This is an optimization exercise on Yosys and OpenROAD, whose aim is small area, not a production implementation. The RTL was checked by simulation tests, not by an equivalence proof against the original design. Power figures rest on the tool's default switching activity, not on a simulated workload.

`flow/run.sh`:
```
#!/bin/bash
# Own layout flow: the standard ORFS flow (standard.sh) unchanged, with
# two settings passed to it:
#  - every port still gets its own buffer, but of the smallest buffer cell
#    (buffer_ports -buffer_cell sky130_fd_sc_hd__buf_1);
#  - clock tree synthesis clusters up to 30 sinks within 60 um and inserts
#    no dummy loads.
# The whole make output goes to standard_flow.log in the work folder; each
# ORFS tool writes its own log under orfs/logs/.
set -euo pipefail
export BUFFER_PORTS_ARGS="-buffer_cell sky130_fd_sc_hd__buf_1"
export CTS_ARGS="-sink_clustering_enable -repair_clock_nets -sink_clustering_size 30 -sink_clustering_max_diameter 60 -dont_use_dummy_load"
bash standard.sh > standard_flow.log 2>&1
```
`standard.sh`:
```
#!/bin/bash
# synth_recipe.tcl (not shown) runs the flow's synth.tcl, then flattens the netlist and writes it again
# the make line also repeats each setting of config.mk as NAME=value (left out here)
make -C /OpenROAD-flow-scripts/flow DESIGN_CONFIG=/design/flow/config.mk WORK_HOME=/design/flow/orfs CLKGATE_MAP_FILE= SYNTH_SCRIPT=/design/flow/synth_recipe.tcl "${@:-finish}"
```
`config.mk`:
```
export PLATFORM = sky130hd
export DESIGN_NAME = acio_core
export DESIGN_NICKNAME = acio_core
export VERILOG_FILES = /design/flow/design.v
export SDC_FILE = /design/flow/constraint.sdc
export NUM_CORES = 4
export LEC_CHECK = 0
export CAP_MARGIN = 20
export CORE_MARGIN = 2
export CORE_UTILIZATION = 70
export CTS_CLUSTER_DIAMETER = 60
export CTS_CLUSTER_SIZE = 30
export SLEW_MARGIN = 20
```
`constraint.sdc`:
```
create_clock -name core_clock -period 40.0 [get_ports {clk}]
set_input_delay 8.0000 -clock core_clock [delete_from_list [all_inputs] [get_ports {clk}]]
set_output_delay 8.0000 -clock core_clock [all_outputs]
set_load 0.01 [all_outputs]
```
`design.v`:
```
module acio_core (
    input             clk,
    input             rst,             
    input             cmd_valid,
    output            cmd_ready,
    input      [31:0] cmd_word,
    input      [31:0] cmd_data,
    output            resp_valid,
    output     [7:0]  resp_code,
    output     [31:0] resp_rdata,
    input             ch_present,
    input      [15:0] ch_avail,
    input      [7:0]  ch_rdata,
    output            ch_rd,
    output            ch_open,
    output     [31:0] ch_baud,
    output            ch_close,
    output            ch_discard,
    output            ch_wr,
    output     [7:0]  ch_wdata,
    output            ch_flush,
    input             ch_flush_done,
    output            ring_wr,
    input      [31:0] now
);
    localparam [3:0] C_OK          = 4'h0;
    localparam [3:0] C_FRAME_READY = 4'h1;
    localparam [3:0] C_PENDING     = 4'h2;
    localparam [3:0] C_CSUM_FAIL   = 4'h3;
    localparam [3:0] C_BUS_DOWN    = 4'h4;
    localparam [3:0] C_BUS_RESET   = 4'h5;
    localparam [3:0] C_NO_ACTIVITY = 4'h6;
    localparam [3:0] C_CH_UNAVAIL  = 4'h7;
    localparam [3:0] C_CONFIG_ERR  = 4'h8;
    localparam [3:0] C_AD_EXHAUST  = 4'h9;
    localparam [3:0] C_LENGTH_ERR  = 4'hA;
    localparam [3:0] C_ILLEGAL     = 4'hB;
    localparam [3:0] C_BAD_CSR     = 4'hC;
    localparam [4:0] S_IDLE  = 5'd0,
                     S_RESP  = 5'd1,
                     S_WWAIT = 5'd2,    
                     S_WIN   = 5'd3,    
                     S_RSTC  = 5'd4,
                     S_BCHK  = 5'd5,
                     S_BBCL  = 5'd6,
                     S_BBOP  = 5'd7,
                     S_BBDI  = 5'd8,
                     S_ADDEC = 5'd9,
                     S_ADCL  = 5'd10,
                     S_ADOP  = 5'd11,
                     S_ADDI  = 5'd12,
                     S_ADWT  = 5'd13,
                     S_ADRD  = 5'd14,
                     S_ADEV  = 5'd15,
                     S_ADEX  = 5'd16,
                     S_PDEC  = 5'd17,
                     S_ASM   = 5'd18,
                     S_RECL  = 5'd19,
                     S_SCHK  = 5'd20,
                     S_TX    = 5'd21,
                     S_FL    = 5'd22,
                     S_FLW   = 5'd23,
                     S_SLEN  = 5'd24;
    localparam [2:0] K_TXLD  = 3'd0,    
                     K_RD    = 3'd1,    
                     K_WR32  = 3'd2,    
                     K_BWR   = 3'd3,    
                     K_PCMP  = 3'd4,    
                     K_ADCHK = 3'd5,    
                     K_ADLD  = 3'd6,    
                     K_FIN   = 3'd7;    
    localparam [3:0] R_ST = 4'd0, R_CFG = 4'd1, R_QT = 4'd2, R_CB = 4'd3,
                     R_LA = 4'd4, R_BC = 4'd5, R_BI = 4'd6, R_AM = 4'd7,
                     R_BAUD = 4'd8, R_RXH = 4'd9, R_RXT = 4'd10, R_TXH = 4'd11,
                     R_TXT = 4'd12, R_RXP = 4'd13, R_TXP = 4'd14;
    reg [4:0]  state;
    reg [2:0]  kind;
    reg [3:0]  rsel;
    reg [4:0]  ridx;          
    reg [3:0]  code;
    reg        auto_b;        
    reg        nested;        
    reg        ad_first;
    reg        f1, f2, f3;    
    reg        allsync;
    reg        ffdone;        
    reg [7:0]  tc;
    reg        clearing;
    reg [31:0] obuf;
    reg        st_ready, st_fatal, st_chopen;
    reg        codec_esc;
    reg [7:0]  codec_sync;
    reg [5:0]  fa_pos;
    reg        cfg_mode, cfg_nr, cfg_re;
    reg [3:0]  baud_count;
    reg [2:0]  baud_index;
    reg [5:0]  tx_k;
    reg [7:0]  tx_sum;
    reg [5:0]  w_len;
    reg [7:0]  rx_sum;
    reg        hdr_armed;     
    reg [5:0]  rx_len;
    reg        rbank;         
    reg [255:0] baud_r;
    reg [31:0]  qt_r, am_r, cb_r, la_r;
    reg [255:0] txp_r, rxa_r, rxb_r;
    reg [31:0]  ha_r, hb_r;
    reg [31:0]  txh_r;         
    wire [4:0] k5 = tc[4:0];
    wire       k0 = (k5 == 5'd0);
    wire       now_bit = now[k5];
    wire [7:0]  op   = cmd_word[7:0];
    wire        fmtN = (cmd_word[31:8] == 24'd0);
    wire        fmtF = (cmd_word[31:9] == 23'd0);
    wire        fmtA = (cmd_word[15:8] == 8'd0);
    wire [15:0] caddr = cmd_word[31:16];
    reg        d_mapped, d_ro;
    reg [3:0]  d_sel;
    always @(*) begin
        d_mapped = 1'b1;
        d_ro     = 1'b0;
        d_sel    = R_ST;
        if (caddr[15:5] == 11'h008) begin               
            d_sel = R_RXP; d_ro = 1'b1;
        end else if (caddr[15:5] == 11'h010) begin      
            d_sel = R_TXP;
        end else if (caddr[15:3] == 13'h0002) begin     
            d_sel = R_BAUD;
        end else begin
            case (caddr)
                16'h0000: begin d_sel = R_ST;  d_ro = 1'b1; end
                16'h0001: d_sel = R_CFG;
                16'h0002: d_sel = R_QT;
                16'h0003: begin d_sel = R_CB;  d_ro = 1'b1; end
                16'h0004: begin d_sel = R_LA;  d_ro = 1'b1; end
                16'h0005: d_sel = R_BC;
                16'h0006: begin d_sel = R_BI;  d_ro = 1'b1; end
                16'h0007: d_sel = R_AM;
                16'h0020: begin d_sel = R_RXH; d_ro = 1'b1; end
                16'h0021: begin d_sel = R_RXT; d_ro = 1'b1; end
                16'h0030: d_sel = R_TXH;
                16'h0031: d_sel = R_TXT;
                default:  d_mapped = 1'b0;
            endcase
        end
    end
    wire byte_rd = (kind == K_RD) && (rsel == R_RXP || rsel == R_TXP);
    wire [4:0] km5 = k5 - 5'd5;
    wire [4:0] sm1 = (kind == K_RD && rsel == R_RXT) ? 5'd23 : 5'd31;
    wire balign = (((kind == K_RD) || (kind == K_WR32)) && rsel == R_BAUD) ||
                  (kind == K_ADLD) || ((kind == K_FIN) && auto_b);
    wire at_sm1 = byte_rd ? (km5 == {ridx[4:3] - 2'd1, ridx[2:0]}) :
                  (kind == K_BWR) ? (km5 == ridx) : (k5 == sm1);
    wire w_start = (state == S_WWAIT) && at_sm1 && !clearing &&
                   (!balign || tc[7:5] == ridx[2:0] - 3'd1);
    wire in_win = (state == S_WIN);
    wire w_end  = in_win && at_sm1;
    wire        rx_v = (rx_len != 6'd0);
    wire        rh_head = rbank ? hb_r[0] : ha_r[0];
    wire [1:0]  lane = k5[4:3];
    reg  [7:0]  rlane;
    always @(*) begin
        rlane = 8'd0;
        case (rsel)
            R_ST: case (lane)
                      2'd0: rlane = {4'd0, codec_esc, st_chopen, st_fatal, st_ready};
                      2'd1: rlane = {2'd0, fa_pos};
                      2'd2: rlane = codec_sync;
                      default: ;
                  endcase
            R_CFG: if (lane == 2'd0) rlane = {5'd0, cfg_re, cfg_nr, cfg_mode};
            R_BC:  if (lane == 2'd0) rlane = {4'd0, baud_count};
            R_BI:  if (lane == 2'd0) rlane = {5'd0, baud_index};
            R_RXH: if (lane == 2'd0) rlane = rx_v ? 8'hAA : 8'd0;
            R_RXT: if (lane == 2'd3) rlane = {2'd0, rx_len};    
            R_TXH: if (lane == 2'd0) rlane = 8'hAA;
            default: ;
        endcase
    end
    wire rlane_bit = rlane[k5[2:0]];
    reg rd_bit;
    always @(*) begin
        case (rsel)
            R_QT:   rd_bit = qt_r[0];
            R_CB:   rd_bit = cb_r[0];
            R_LA:   rd_bit = la_r[0];
            R_AM:   rd_bit = am_r[0];
            R_BAUD: rd_bit = baud_r[0];
            R_RXH:  rd_bit = (lane == 2'd0) ? rlane_bit : (rh_head & rx_v);
            R_RXT:  rd_bit = (lane == 2'd0) ? (rh_head & rx_v) : rlane_bit;
            R_TXH:  rd_bit = (lane == 2'd0) ? rlane_bit : txh_r[0];
            R_TXT:  rd_bit = (lane == 2'd0) & txh_r[0];
            default: rd_bit = rlane_bit;
        endcase
    end
    wire [7:0] rx_head = rbank ? rxb_r[7:0] : rxa_r[7:0];
    wire       rxp_ok  = ({2'b00, ridx} + 7'd6) < {1'b0, rx_len};
    wire [7:0] pbyte   = (rsel == R_TXP) ? txp_r[7:0] : (rxp_ok ? rx_head : 8'd0);
    wire       ldtop   = in_win && byte_rd && (km5 == ridx);
    wire p_bor  = k0 ? 1'b0 : f1;
    wire p_gt   = k0 ? 1'b0 : f2;
    wire p_d    = now_bit ^ la_r[0] ^ p_bor;
    wire p_bor_n = (~now_bit & la_r[0]) | (~(now_bit ^ la_r[0]) & p_bor);
    wire p_gt_n  = (p_d & ~qt_r[0]) | (~(p_d ^ qt_r[0]) & p_gt);
    wire cn_head = rbank ? rxa_r[0] : rxb_r[0];
    wire a_c    = ad_first ? 1'b0 : cn_head;
    wire a_eq   = k0 ? 1'b1 : f1;
    wire a_nz   = k0 ? 1'b0 : f2;
    wire a_cy   = k0 ? 1'b1 : f3;
    wire       avail0   = (ch_avail == 16'd0);
    wire       avail6   = (ch_avail >= 16'd6);
    wire       raw_esc  = !codec_esc && (ch_rdata == 8'hFF);
    wire       raw_aa   = !codec_esc && (ch_rdata == 8'hAA);
    wire [7:0] logical  = codec_esc ? ~ch_rdata : ch_rdata;
    wire [7:0] sync_inc = codec_sync + {7'd0, ~&codec_sync};
    wire [5:0] fa_pos1  = fa_pos + 6'd1;
    wire       in_pay   = (fa_pos >= 6'd5) && (fa_pos1 < w_len);
    wire       asm_act  = (state == S_ASM) && !avail0;
    wire       hdr_pos  = (fa_pos != 6'd0 && fa_pos < 6'd4) || (fa_pos >= 6'd5 && !in_pay);
    wire [1:0] hslot    = (fa_pos < 6'd4) ? fa_pos[1:0] : 2'd0;
    wire       hdr_wr   = asm_act && !raw_esc && hdr_pos && (k5[4:3] == hslot);
    wire       hdr_bit  = logical[k5[2:0]];
    wire       asm_take = asm_act && (raw_esc ||
                          (!in_pay && !hdr_pos) ||
                          (in_pay && k5 == fa_pos[4:0]) ||
                          (hdr_wr && hdr_armed && k5[2:0] == 3'd7));
    wire       asm_pwr  = asm_take && !raw_esc && in_pay;
    wire [7:0] rx_sum_n = rx_sum + logical;
    assign ring_wr = asm_take && raw_aa && (codec_sync == 8'd0) && cfg_re;
    wire [5:0] tx_k1   = tx_k + 6'd1;
    wire       tx_last = (tx_k1 == obuf[5:0]);        
    reg  [7:0] tx_b;
    always @(*) begin
        case (tx_k)
            6'd0: tx_b = 8'hAA;
            6'd1: tx_b = obuf[15:8];
            6'd2: tx_b = obuf[23:16];
            6'd3: tx_b = obuf[31:24];
            6'd4: tx_b = obuf[7:0];
            default: tx_b = tx_last ? tx_sum : txp_r[7:0];
        endcase
    end
    wire tx_pay  = (tx_k >= 6'd5) && !tx_last;
    wire tx_rdy  = (state == S_TX) && (!tx_pay || (k5 == tx_k[4:0] && !clearing));
    wire tx_esc  = (tx_k != 6'd0) && (tx_b == 8'hAA || tx_b == 8'hFF);
    wire wr_ff   = tx_rdy && tx_esc && !ffdone;
    wire wr_val  = tx_rdy && (!tx_esc || ffdone);
    assign cmd_ready  = (state == S_IDLE);
    assign resp_valid = (state == S_RESP);
    assign resp_code  = {4'd0, code};
    assign resp_rdata = obuf;
    assign ch_baud    = obuf;
    assign ch_rd      = asm_take || (state == S_ADRD);
    assign ch_open    = (state == S_BBOP) || (state == S_ADOP);
    assign ch_close   = (state == S_RSTC) || (state == S_BBCL) ||
                        (state == S_ADCL) || (state == S_ADEX) ||
                        (state == S_RECL);
    assign ch_discard = (state == S_BBDI) || (state == S_ADDI);
    assign ch_wr      = wr_ff || wr_val;
    assign ch_wdata   = wr_ff ? 8'hFF : (ffdone ? ~tx_b : tx_b);
    assign ch_flush   = (state == S_FL);
    localparam [31:0] QT_RST = 32'd50000;
    wire wr32  = in_win && (kind == K_WR32);
    wire fin_w = in_win && (kind == K_FIN);
    wire baud_in = clearing ? 1'b0 :
                   (wr32 && rsel == R_BAUD) ? obuf[0] : baud_r[0];
    wire txh_in  = clearing ? 1'b0 :
                   (wr32 && ((rsel == R_TXH && lane != 2'd0) ||
                             (rsel == R_TXT && lane == 2'd0))) ? obuf[0] : txh_r[0];
    wire qt_in   = clearing ? QT_RST[k5] :
                   (wr32 && rsel == R_QT) ? obuf[0] : qt_r[0];
    wire am_in   = clearing ? 1'b0 :
                   (wr32 && rsel == R_AM) ? obuf[0] : am_r[0];
    wire cb_in   = clearing ? 1'b0 :
                   fin_w ? (auto_b ? baud_r[0] : obuf[0]) : cb_r[0];
    wire la_in   = clearing ? 1'b0 :
                   (fin_w || (in_win && kind == K_PCMP && st_ready && avail6)) ?
                   now_bit : la_r[0];
    wire cn_wr   = in_win && (kind == K_ADCHK);
    wire cn_in   = a_c ^ a_cy;
    wire [7:0] txp_in = clearing ? 8'd0 :
                        (w_start && kind == K_BWR) ? obuf[7:0] : txp_r[7:0];
    wire [7:0] rxa_in = (asm_pwr && rbank)  ? logical :
                        (cn_wr && rbank)   ? {rxa_r[7:1], cn_in} : rxa_r[7:0];
    wire [7:0] rxb_in = (asm_pwr && !rbank) ? logical :
                        (cn_wr && !rbank)  ? {rxb_r[7:1], cn_in} : rxb_r[7:0];
    wire ha_in = (hdr_wr && rbank)  ? hdr_bit : ha_r[0];
    wire hb_in = (hdr_wr && !rbank) ? hdr_bit : hb_r[0];
    always @(posedge clk) begin
        ha_r   <= {ha_in, ha_r[31:1]};
        hb_r   <= {hb_in, hb_r[31:1]};
        baud_r <= {baud_in, baud_r[255:1]};
        qt_r   <= {qt_in, qt_r[31:1]};
        txh_r  <= {txh_in, txh_r[31:1]};
        am_r   <= {am_in, am_r[31:1]};
        cb_r   <= {cb_in, cb_r[31:1]};
        la_r   <= {la_in, la_r[31:1]};
        txp_r  <= {txp_in, txp_r[255:8]};
        rxa_r  <= {rxa_in, rxa_r[255:8]};
        rxb_r  <= {rxb_in, rxb_r[255:8]};
    end
    wire obuf_sin = (kind == K_RD) ? rd_bit :
                    (kind == K_TXLD) ? txh_r[0] :
                    (kind == K_ADLD) ? baud_r[0] : 1'b0;
    task respond(input [3:0] c);
        begin
            code     <= c;
            state    <= S_RESP;
            obuf     <= 32'd0;
        end
    endtask
    task window(input [2:0] k);
        begin
            kind  <= k;
            state <= S_WWAIT;
        end
    endtask
    always @(posedge clk) begin
        if (state == S_IDLE && cmd_valid)
            obuf <= cmd_data;
        else if (in_win) begin
            obuf[23:0]  <= obuf[24:1];
            obuf[31:24] <= ldtop ? pbyte : {obuf_sin, obuf[31:25]};
        end
        if (rst) begin
            state      <= S_IDLE;
            tc         <= 8'd0;
            clearing   <= 1'b1;
            st_ready   <= 1'b0;
            st_fatal   <= 1'b0;
            st_chopen  <= 1'b0;
            codec_esc  <= 1'b0;
            codec_sync <= 8'd0;
            fa_pos     <= 6'd0;
            cfg_mode   <= 1'b0;
            cfg_nr     <= 1'b0;
            cfg_re     <= 1'b1;
            baud_count <= 4'd0;
            baud_index <= 3'd0;
            rx_len     <= 6'd0;
            hdr_armed  <= 1'b0;
        end else begin
            tc <= tc + 8'd1;
            if (tc == 8'hFF)
                clearing <= 1'b0;
            case (state)
            S_IDLE: begin
                if (cmd_valid) begin
                    nested <= 1'b0;
                    case (op)
                        8'h01, 8'h02: begin
                            if (fmtN) begin
                                auto_b <= (op == 8'h01);
                                state  <= S_BCHK;
                            end else respond(C_ILLEGAL);
                        end
                        8'h03: if (fmtN) window(K_PCMP);
                               else respond(C_ILLEGAL);
                        8'h04: if (fmtN) state <= S_RSTC;
                               else respond(C_ILLEGAL);
                        8'h05: if (fmtF) begin
                                   cfg_nr <= cmd_word[8];
                                   respond(C_OK);
                               end else respond(C_ILLEGAL);
                        8'h06: if (fmtN) state <= S_SCHK;
                               else respond(C_ILLEGAL);
                        8'h07, 8'h08: begin
                            if (!fmtA) respond(C_ILLEGAL);
                            else begin
                                rsel <= d_sel;
                                ridx <= caddr[4:0];
                                if (!d_mapped) respond(C_BAD_CSR);
                                else if (op == 8'h07) begin
                                    code <= C_OK;
                                    window(K_RD);
                                end else if (d_ro) respond(C_BAD_CSR);
                                else begin
                                    case (d_sel)
                                        R_CFG: begin
                                            cfg_mode <= cmd_data[0];
                                            cfg_nr   <= cmd_data[1];
                                            cfg_re   <= cmd_data[2];
                                            respond(C_OK);
                                        end
                                        R_BC: begin
                                            if (cmd_data[3:0] > 4'd8)
                                                respond(C_BAD_CSR);
                                            else begin
                                                baud_count <= cmd_data[3:0];
                                                respond(C_OK);
                                            end
                                        end
                                        R_TXP: window(K_BWR);
                                        default: window(K_WR32);    
                                    endcase
                                end
                            end
                        end
                        default: respond(C_ILLEGAL);
                    endcase
                end
            end
            S_RESP: state <= S_IDLE;
            S_WWAIT: if (w_start) state <= S_WIN;
            S_WIN: begin
                case (kind)
                    K_PCMP: begin
                        f1 <= p_bor_n;
                        f2 <= p_gt_n;
                    end
                    K_ADCHK: begin
                        f1 <= a_eq & (a_c == am_r[0]);
                        f2 <= a_nz | am_r[0];
                        f3 <= a_cy & a_c;
                    end
                    default: ;
                endcase
                if (at_sm1) begin
                    case (kind)
                        K_RD:    state <= S_RESP;
                        K_PCMP:  state <= S_PDEC;
                        K_ADCHK: begin
                            ad_first <= 1'b0;
                            state    <= S_ADDEC;
                        end
                        K_ADLD:  state <= S_ADOP;
                        K_TXLD:  state <= S_SLEN;
                        K_FIN: begin
                            codec_esc  <= 1'b0;
                            codec_sync <= 8'd0;
                            fa_pos     <= 6'd0;
                            st_ready   <= 1'b1;
                            respond(nested ? C_BUS_RESET : C_OK);
                        end
                        default: respond(C_OK);         
                    endcase
                end
            end
            S_RSTC: begin
                st_chopen <= 1'b0;
                st_ready  <= 1'b0;
                respond(C_OK);
            end
            S_BCHK: begin
                if (st_fatal) begin
                    respond(nested ? C_BUS_DOWN : C_CH_UNAVAIL);
                end else if (!ch_present) begin
                    st_fatal <= 1'b1;
                    st_ready <= 1'b0;
                    respond(nested ? C_BUS_DOWN : C_CH_UNAVAIL);
                end else if (auto_b && baud_count == 4'd0) begin
                    respond(nested ? C_BUS_DOWN : C_CONFIG_ERR);
                end else begin
                    st_ready <= 1'b0;
                    if (auto_b) begin
                        ridx     <= 5'd0;
                        ad_first <= 1'b1;
                        window(K_ADCHK);
                    end else begin
                        state <= S_BBCL;
                    end
                end
            end
            S_BBCL: begin
                st_chopen <= 1'b0;
                state     <= S_BBOP;
            end
            S_BBOP: begin
                st_chopen <= 1'b1;
                state     <= S_BBDI;
            end
            S_BBDI: window(K_FIN);
            S_ADDEC: begin
                if (f1 && f2) begin
                    state <= S_ADEX;
                end else begin
                    baud_index <= ridx[2:0];
                    state      <= S_ADCL;
                end
            end
            S_ADCL: begin
                st_chopen <= 1'b0;
                window(K_ADLD);
            end
            S_ADOP: begin
                st_chopen <= 1'b1;
                state     <= S_ADDI;
            end
            S_ADDI: begin
                allsync <= 1'b1;
                state   <= S_ADWT;
            end
            S_ADWT: begin
                if (ch_avail >= 16'd10 && tc[3:0] == 4'hF)
                    state <= S_ADRD;
            end
            S_ADRD: begin
                if (ch_rdata != 8'hAA)
                    allsync <= 1'b0;
                if (tc[3:0] == 4'd9)
                    state <= S_ADEV;
            end
            S_ADEV: begin
                if (allsync) begin
                    window(K_FIN);
                end else begin
                    if ({1'b0, ridx[2:0]} + 4'd1 == baud_count)
                        ridx[2:0] <= 3'd0;
                    else
                        ridx[2:0] <= ridx[2:0] + 3'd1;
                    window(K_ADCHK);
                end
            end
            S_ADEX: begin
                st_chopen <= 1'b0;
                respond(nested ? C_BUS_DOWN : C_AD_EXHAUST);
            end
            S_PDEC: begin
                if (!st_ready)
                    respond(C_BUS_DOWN);
                else if (avail6)
                    state <= S_ASM;
                else if (f2)
                    state <= S_RECL;
                else
                    respond(C_NO_ACTIVITY);
            end
            S_ASM: begin
                if (hdr_wr && k5[2:0] == 3'd0)
                    hdr_armed <= 1'b1;
                if (asm_take)
                    hdr_armed <= 1'b0;
                if (avail0) begin
                    if (!codec_esc)
                        respond(C_PENDING);
                end else if (asm_take) begin
                    if (raw_esc) begin
                        codec_esc  <= 1'b1;
                        codec_sync <= sync_inc;
                    end else begin
                        codec_esc  <= 1'b0;
                        codec_sync <= raw_aa ? 8'd0 : sync_inc;
                        if (fa_pos == 6'd0) begin
                            if (logical != 8'hAA) begin
                                respond(C_PENDING);
                            end else begin
                                rx_sum <= 8'hAA;
                                fa_pos <= 6'd1;
                            end
                        end else if (fa_pos < 6'd4) begin
                            rx_sum <= rx_sum_n;
                            fa_pos <= fa_pos1;
                        end else if (fa_pos == 6'd4) begin
                            if (logical < 8'd6 || logical > 8'd38) begin
                                fa_pos <= 6'd0;
                                respond(C_PENDING);
                            end else begin
                                w_len  <= logical[5:0];
                                rx_sum <= rx_sum_n;
                                fa_pos <= 6'd5;
                            end
                        end else if (in_pay) begin
                            rx_sum <= rx_sum_n;
                            fa_pos <= fa_pos1;
                        end else begin
                            fa_pos <= 6'd0;
                            if (rx_sum == logical) begin
                                rbank   <= ~rbank;
                                rx_len  <= w_len;
                                respond(C_FRAME_READY);
                            end else begin
                                respond(C_CSUM_FAIL);
                            end
                        end
                    end
                end
            end
            S_RECL: begin
                st_chopen <= 1'b0;
                st_ready  <= 1'b0;
                if (cfg_nr) begin
                    respond(C_BUS_DOWN);
                end else begin
                    nested <= 1'b1;
                    auto_b <= 1'b1;
                    state  <= S_BCHK;
                end
            end
            S_SCHK: begin
                if (!st_ready)
                    respond(C_BUS_DOWN);
                else
                    window(K_TXLD);
            end
            S_SLEN: begin
                if (obuf[7:0] < 8'd6 || obuf[7:0] > 8'd38) begin
                    respond(C_LENGTH_ERR);
                end else begin
                    tx_k   <= 6'd0;
                    tx_sum <= 8'd0;
                    ffdone <= 1'b0;
                    state  <= S_TX;
                end
            end
            S_TX: begin
                if (wr_ff)
                    ffdone <= 1'b1;
                if (wr_val) begin
                    ffdone <= 1'b0;
                    tx_sum <= tx_sum + tx_b;
                    if (tx_last)
                        state <= S_FL;
                    else
                        tx_k <= tx_k1;
                end
            end
            S_FL: state <= S_FLW;
            S_FLW: begin
                if (ch_flush_done)
                    respond(C_OK);
            end
            default: state <= S_IDLE;
            endcase
        end
    end
endmodule
```
==> flow_summary.ini, run 1 <==
[routing]
via_per_inst = 5.75
drc = 0
drtIter0Drc = 2018
drt-wirelength-per-cell_um = 22.9
vias = 20900
dr.pass1.iters = 7
drt-total-wl_mm = 83.5
drtAntennaViolNets = 0

[placement]
port_buffers = 209
place_area_um2 = 38500
dpl.hpwl_mm = 55.4
place_ws_ns = 21.95
gp_congestion = 0.916

[sta]
fin_crit_sh_pct = 45.4
fin_crit_ns = 18.14
finalHoldViolations = 0
slew_viol_final = 0
rsz0062_at_grt = no
setup_viol = 0
max_freq_mhz = 55.1
final.setup.tns_ns = 0
setup_ws_ns = 21.86
holdWs_ns = 0.263
max-slew-margin-rel_pct = 22.7
skew_ns = 0.139
worst_pin_slew_ns = 1.15

[logic_synthesis]
synth_top_family_by_area = simple AND/OR/NAND/NOR gates
synth-warning-count = 1
synth_area_um2 = 37400
synthXorXnorAreaFrac_pct = 2.15
synth_top_area_share_pct = 71.2
synth-adder-area-share_pct = 1.83
synth_edf_count = 53
synthMuxAreaShare_pct = 2.45
synth-main-ff-cell = dfxtp_1
synth-simple-area-share_pct = 8.50
syn_area_per_cell_um2 = 13.3
synth_most_common_cell = dfxtp_1
synth.area.top_cells = dfxtp_1 71%, edfxtp_1 4.3%, nor2_1 1.9%
synthCells = 2801
ys_async_sr_fraction_pct = 0
synth_seq_area_share_pct = 75.4
ys_ff_latch = 1382
synth_cell_types = 92
synth_compound_area_share_pct = 7.28
synth_top_area_cell = dfxtp_1
netlist_top_cells_count = 1329 x dfxtp_1, 190 x nor2_1, 167 x nand2_1

[worst_setup_path]
arrival_ns = 10.14
cp-start-kind = input pin
cp-end-kind = output pin
required_ns = 32.00
critPathKind = in -> out
critPathMaxFanout = 5
reg2reg_from = tx_k[0]$_SDFFCE_PN0P_
startpoint = ch_avail[10]

[worst_hold_path]
hp-class = reg -> reg
min_from = baud_r[114]$_DFF_P_

[clock_network]
cts_root_buf = clkbuf_16
cts_buffer_depth = 3
hold_buffers = 0
clock_latency_ns = 0.68
cts-buffers-inserted = 58
cts_tree = done
cts.sinks = 1382
post_cts_resized = 0
ctsHtreeMaxLevel = 2
post_cts_buffers = 0
path_clk_slew_ns = 0.09

[power]
vdd_ir_drop_max_mv = 0.0537
p_leak_nw = 15.4
total_power_mw = 2.16
p_per_area_nw_per_um2 = 54.0

[floorplanning]
die_area_um2 = 55300
die_h_um = 235
design.core.area_um2 = 52700
ios = 214
start_util_pct = 71.0
rows = 84
die_x_um = 235

[finish]
drive_gt1_share_pct = 5.80
syn_to_final_growth_pct = 6.79
nets = 3130
diodes = 0
stdcell_area_um2 = 39900

[job]
cap_violations = 0

[grt]
grt-ovfl-total = 0
grt_pass1_wl_mm = 127
grt_max_degree = 55
grt_usage_pct = 30.1
grt_pass1_vias = 21000
antenna_found_initial = 1

[run_status]
status = timing/DRC/antenna clean
[layer usage]
layer	global-route usage (%)	wire, um
met3	4.54	5700
met2	49.7	39800
met5	0	0
met4	10.8	3140
met1	40.8	34900
[flip-flops by register name, summed over array words and instances (netlist names), 32 cells and up]
register  flops
am_r         32
baud_r      256
cb_r         32
ha_r         32
hb_r         32
la_r         32
obuf         32
qt_r         32
rxa_r       256
rxb_r       256
txh_r        32
txp_r       256
[cell usage in the layout (no fill, tap or decap), types with 9 or more instances in the layout]
cell,synthesis,layout
ha_1,50,50
or4_1,11,11
xor2_1,38,38
nor4_1,20,20
nand2b_1,28,28
a31oi_1,19,19
nand3b_1,9,9
and2_1,12,12
o21a_1,9,9
nand2_1,167,166
a21oi_1,81,81
a22oi_1,17,17
mux4_2,12,12
a221oi_1,9,9
nor2b_1,26,26
and3_1,13,13
inv_1,42,42
mux2i_1,34,34
nand4_1,22,22
xnor2_1,51,51
o31ai_1,13,13
buf_1,6,208
buf_4,37,19
edfxtp_1,53,53
nor2_1,190,189
nand3_1,37,37
dfxtp_1,1329,1329
or3_1,17,17
mux2_2,27,27
nor3_1,48,48
a311oi_2,23,23
a21o_1,24,24
o21ai_0,68,68
a211oi_1,17,17
clkbuf_16,0,58
a221o_1,11,11
[power breakdown]
part	switching (mW)	internal [mW]	total [mW]	leakage, nW
clock	0.387	0.259	0.646	0.715
sequential	0.0237	1.39	1.42	11.2
combinational	0.0595	0.0336	0.0930	3.54
total	0.470	1.69	2.16	15.4
[cell families (layout without fill, tap and decap cells)]
family	count (synthesis)	count (layout)
flops	1382	1382
simple gates	644	644
compound gates	373	373
buf+inv	185	331
xor+xnor	90	90
mux	73	73
fa+ha+maj	53	53
other cells	1	4
[worst paths after layout]
kind	to	slack, ns	cells past startpoint
hold / removal	baud_r[113]$_DFF_P_	0.26	0
setup / recovery	ch_rd	21.86	8
hold reg to reg	baud_r[113]$_DFF_P_	0.26	0
setup reg to reg	tx_sum[7]$_SDFFCE_PN0P_	35.09	15
[worst max-delay path: stages]
cell	delay [ns]
buf_1	0.10
nor4_1	0.43
nand3_1	0.26
nor2_1	0.50
nor2_1	0.22
o21ai_0	0.26
nand2_1	0.19
buf_1	0.18
[final cells by class]
cell class | count | area (um^2)
Sequential cell | 1382 | 28200
Tap cell | 688 | 861
Clock buffer | 58 | 1450
Timing Repair Buffer | 228 | 928
Fill cell | 3059 | 12700
Inverter | 45 | 169
Multi-Input combinational cell | 1237 | 8320
[stage by stage]
stage | std cells | utilization, %
floorplan | 2804 | -
global route | 3638 | 75.8
detailed placement | 3580 | 73.1
CTS | 3638 | 75.8
global placement | 3580 | 73.1
finish | 3638 | 75.8
==> inputs of run 2 (changes only) <==
--- a/design.v
+++ b/design.v
@@ -339,6 +339,7 @@
             baud_index <= 3'd0;
             rx_len     <= 6'd0;
             hdr_armed  <= 1'b0;
+            rbank      <= 1'b0;
         end else begin
             tc <= tc + 8'd1;
             if (tc == 8'hFF)
==> run 2 against run 1 <==
  * Still clean
  * Hold slack better by 0.018 ns
  * First-iteration DRC count shrank 7.3%
  * Wire length is 2.6% higher
  * Global-route usage is 1.1 points higher
  * Cell count is 0.19% lower
  * Non-clock buffer count up 2
  * Power about the same
  * Via count is 0.76% higher
  * Worst setup slack better by 0.12 ns
  * Utilization decreased by 0.14 points
  * Critical path type unchanged
  * Critical endpoint is now ring_wr
==> flow_summary.ini, run 2 <==
[clock_network]
cts-buffers-inserted = 58
hold_buffers = 0
cts.sinks = 1382
clock_latency_ns = 0.68
post_cts_resized = 0
post_cts_buffers = 0
cts_tree = done
cts_buffer_depth = 3
path_clk_slew_ns = 0.10
ctsHtreeMaxLevel = 2
cts_root_buf = clkbuf_16

[sta]
skew_ns = 0.114
rsz0062_at_grt = no
finalHoldViolations = 0
max_freq_mhz = 55.5
max-slew-margin-rel_pct = 25.2
fin_crit_sh_pct = 45.1
final.setup.tns_ns = 0
fin_crit_ns = 18.03
setup_viol = 0
setup_ws_ns = 21.97
worst_pin_slew_ns = 1.12
slew_viol_final = 0

[logic_synthesis]
synth-warning-count = 1
netlist_top_cells_count = 1330 x dfxtp_1, 202 x nor2_1, 164 x nand2_1
synth_seq_area_share_pct = 75.8
synth_cell_types = 95
syn_area_per_cell_um2 = 13.3
synth.area.top_cells = dfxtp_1 72%, edfxtp_1 4.2%, nor2_1 2.0%
synth_most_common_cell = dfxtp_1
ys_async_sr_fraction_pct = 0
synth_top_area_share_pct = 71.6
synth_area_um2 = 37200
synth-main-ff-cell = dfxtp_1
ys_ff_latch = 1382
synth_top_area_cell = dfxtp_1
synthCells = 2790
synth_edf_count = 52

[floorplanning]
start_util_pct = 70.8
ios = 214
rows = 84
die_x_um = 235
die_area_um2 = 55000
die_h_um = 235
design.core.area_um2 = 52600

[worst_setup_path]
r2r_slack_ns = 35.00
reg2reg_from = tx_k[0]$_SDFFCE_PN0P_
reg2reg_to = tx_sum[6]$_SDFFCE_PN0P_
cp-end-kind = output pin
arrival_ns = 10.03
crit_chain = buf_1, and4_1, nand3_1, o21ai_0, a31oi_1, a21oi_2, and3_1, buf_1
required_ns = 32.00
cp-start-kind = input pin
startpoint = ch_rdata[4]
slowest_stage = a21oi_2
rr_worst_depth = 15
critPathMaxFanout = 8
critPathKind = in -> out
endpoint = ring_wr
cpPeakStageDelay_ns = 0.52
worst_path_most_repeated_cell = buf_1

[finish]
drive_gt1_share_pct = 4.96
final_cell_mix = 1330 x dfxtp_1, 208 x buf_1, 201 x nor2_1, 163 x nand2_1, 85 x a21oi_1
layout_commonest_cell = dfxtp_1
diodes = 0
nets = 3123
syn_to_final_growth_pct = 6.90

[power]
p_leak_nw = 15.2
p_per_area_nw_per_um2 = 54.2
total_power_mw = 2.16
vdd_ir_drop_max_mv = 0.0528
seq_power_share_pct = 65.7
switchingPower_mw = 0.471
cellInternalPower_mw = 1.68
clkPwrFrac_pct = 30.0
swShare_pct = 21.9
pwr-share-comb_pct = 4.3

[grt]
grt_max_degree = 55
grt_usage_pct = 31.2
grt-ovfl-total = 0
grt_pass1_vias = 21300
grt_pass1_wl_mm = 128
antenna_found_initial = 2

[placement]
dpl.hpwl_mm = 55.7
gp_congestion = 0.915
port_buffers = 209
place_ws_ns = 22.04

[routing]
vias = 21100
dr.pass1.iters = 8
drt-wirelength-per-cell_um = 23.6
drt-total-wl_mm = 85.7
drtIter0Drc = 1870
drtAntennaViolNets = 0
via_per_inst = 5.80
drc = 0

[worst_hold_path]
hp-class = reg -> reg

[run_status]
status = timing/DRC/antenna clean

[job]
cap_violations = 0
run 2: changes by cell type after synthesis, sizes merged, moves of 11 or more:
cell	change
nand2b	-11
or3	-12
a211oi	-11
mux2	-11
nor2	+14
mux2i	+17
run 2: area by class of cell:
class,instances,area (um^2)
Sequential cell,1382,28200
Clock buffer,58,1450
Inverter,53,199
Timing Repair Buffer,230,943
Fill cell,3072,12800
Multi-Input combinational cell,1220,8130
Tap cell,688,861
run 2: per-stage QoR:
step | instances | area (um^2) | utilization (%) | hold slack [ns]
floorplan | 2793 | 37200 | - | 0.310
global placement | 3573 | 38300 | 72.9 | 0.309
detailed placement | 3573 | 38300 | 72.9 | 0.312
CTS | 3631 | 39800 | 75.7 | 0.279
global route | 3631 | 39800 | 75.7 | 0.278
finish | 3631 | 39800 | 75.7 | 0.281
run 2: worst min-delay path by stage:
stage	start	end	slack (ns)	depth (start not counted)
final	rxa_r[22]$_DFF_P_	rxa_r[14]$_DFF_P_	0.28	0
after global routing	rxa_r[22]$_DFF_P_	rxa_r[14]$_DFF_P_	0.28	0
after CTS	rxa_r[22]$_DFF_P_	rxa_r[14]$_DFF_P_	0.28	0
after detailed placement	baud_r[224]$_DFF_P_	baud_r[223]$_DFF_P_	0.31	0
after global placement	rxa_r[166]$_DFF_P_	rxa_r[158]$_DFF_P_	0.31	0
after floorplan	am_r[1]$_DFF_P_	am_r[0]$_DFF_P_	0.31	0
run 2: kinds of logic after synthesis:
kind of cell    Yosys count  synth area share, %
other cells               1               0.0101
mux                      79                 2.58
buf+inv                 191                 2.50
flops                  1382                 75.8
simple gates            625                 8.15
fa+ha+maj                53                 1.84
xor+xnor                 94                 2.36
compound gates          365                 6.79
run 2: worst max-delay path: cells and delay by family:
| family | cells | cell delay, ns |
|---|---|---|
| buf+inv | 2 | 0.44 |
| simple gates | 3 | 0.75 |
| compound gates | 3 | 0.84 |
run 2: routing by layer:
metal	vias up	part of all wire (%)	GRT usage, %
met5	-	0.021	0
met4	2	4.1	12.1
met3	238	7.5	5.68
met2	1033	48	52.5
met1	10100	40	40.4
li1	9681	-	-
run 2: power groups by stage:
| stage | registers (mW) | clock network [mW] | logic [mW] |
|---|---|---|---|
| 6_report | 1.42 | 0.647 | 0.0922 |
| 5_1_grt | 1.42 | 0.692 | 0.0978 |
| 4_1_cts | 1.41 | 0.650 | 0.0903 |
| 3_5_place_dp | 1.45 | 0 | 0.0863 |
| 3_3_place_gp | 1.44 | 0 | 0.0814 |
| 2_1_floorplan | 1.44 | 0 | 0.0626 |

-- afterwards: timing with drivers on the ports --
The results above use ideal ports. As a check the final layouts listed here were re-extracted and re-timed, cells and wires unchanged. Step 1 sets driving cells, clkbuf_16 on the clock port and buf_2 on the other inputs (assumed; they add their load-dependent delay and slew). Step 2, shift: input delay + t, output delay - t, t = (earliest + latest rising clock arrival at the registers) / 2. This alone moves slack from input paths to output paths. Three values: ideal, step 1, step 2; two values: the first two.
| run | t (ns) | slack for setup (ns) | latest minus earliest clock arrival (ns) |
|---|---|---|---|
| run 1 | 0.669 | 21.855 / 21.822 / 21.822 | 0.141 / 0.141 |
| run 2 | 0.684 | 21.970 / 21.946 / 21.946 | 0.114 / 0.113 |
After both steps every run listed still meets setup and hold. The setup slack of run 1, which loses most, moves by -0.033 ns with the drivers and by -0.033 ns with both steps.
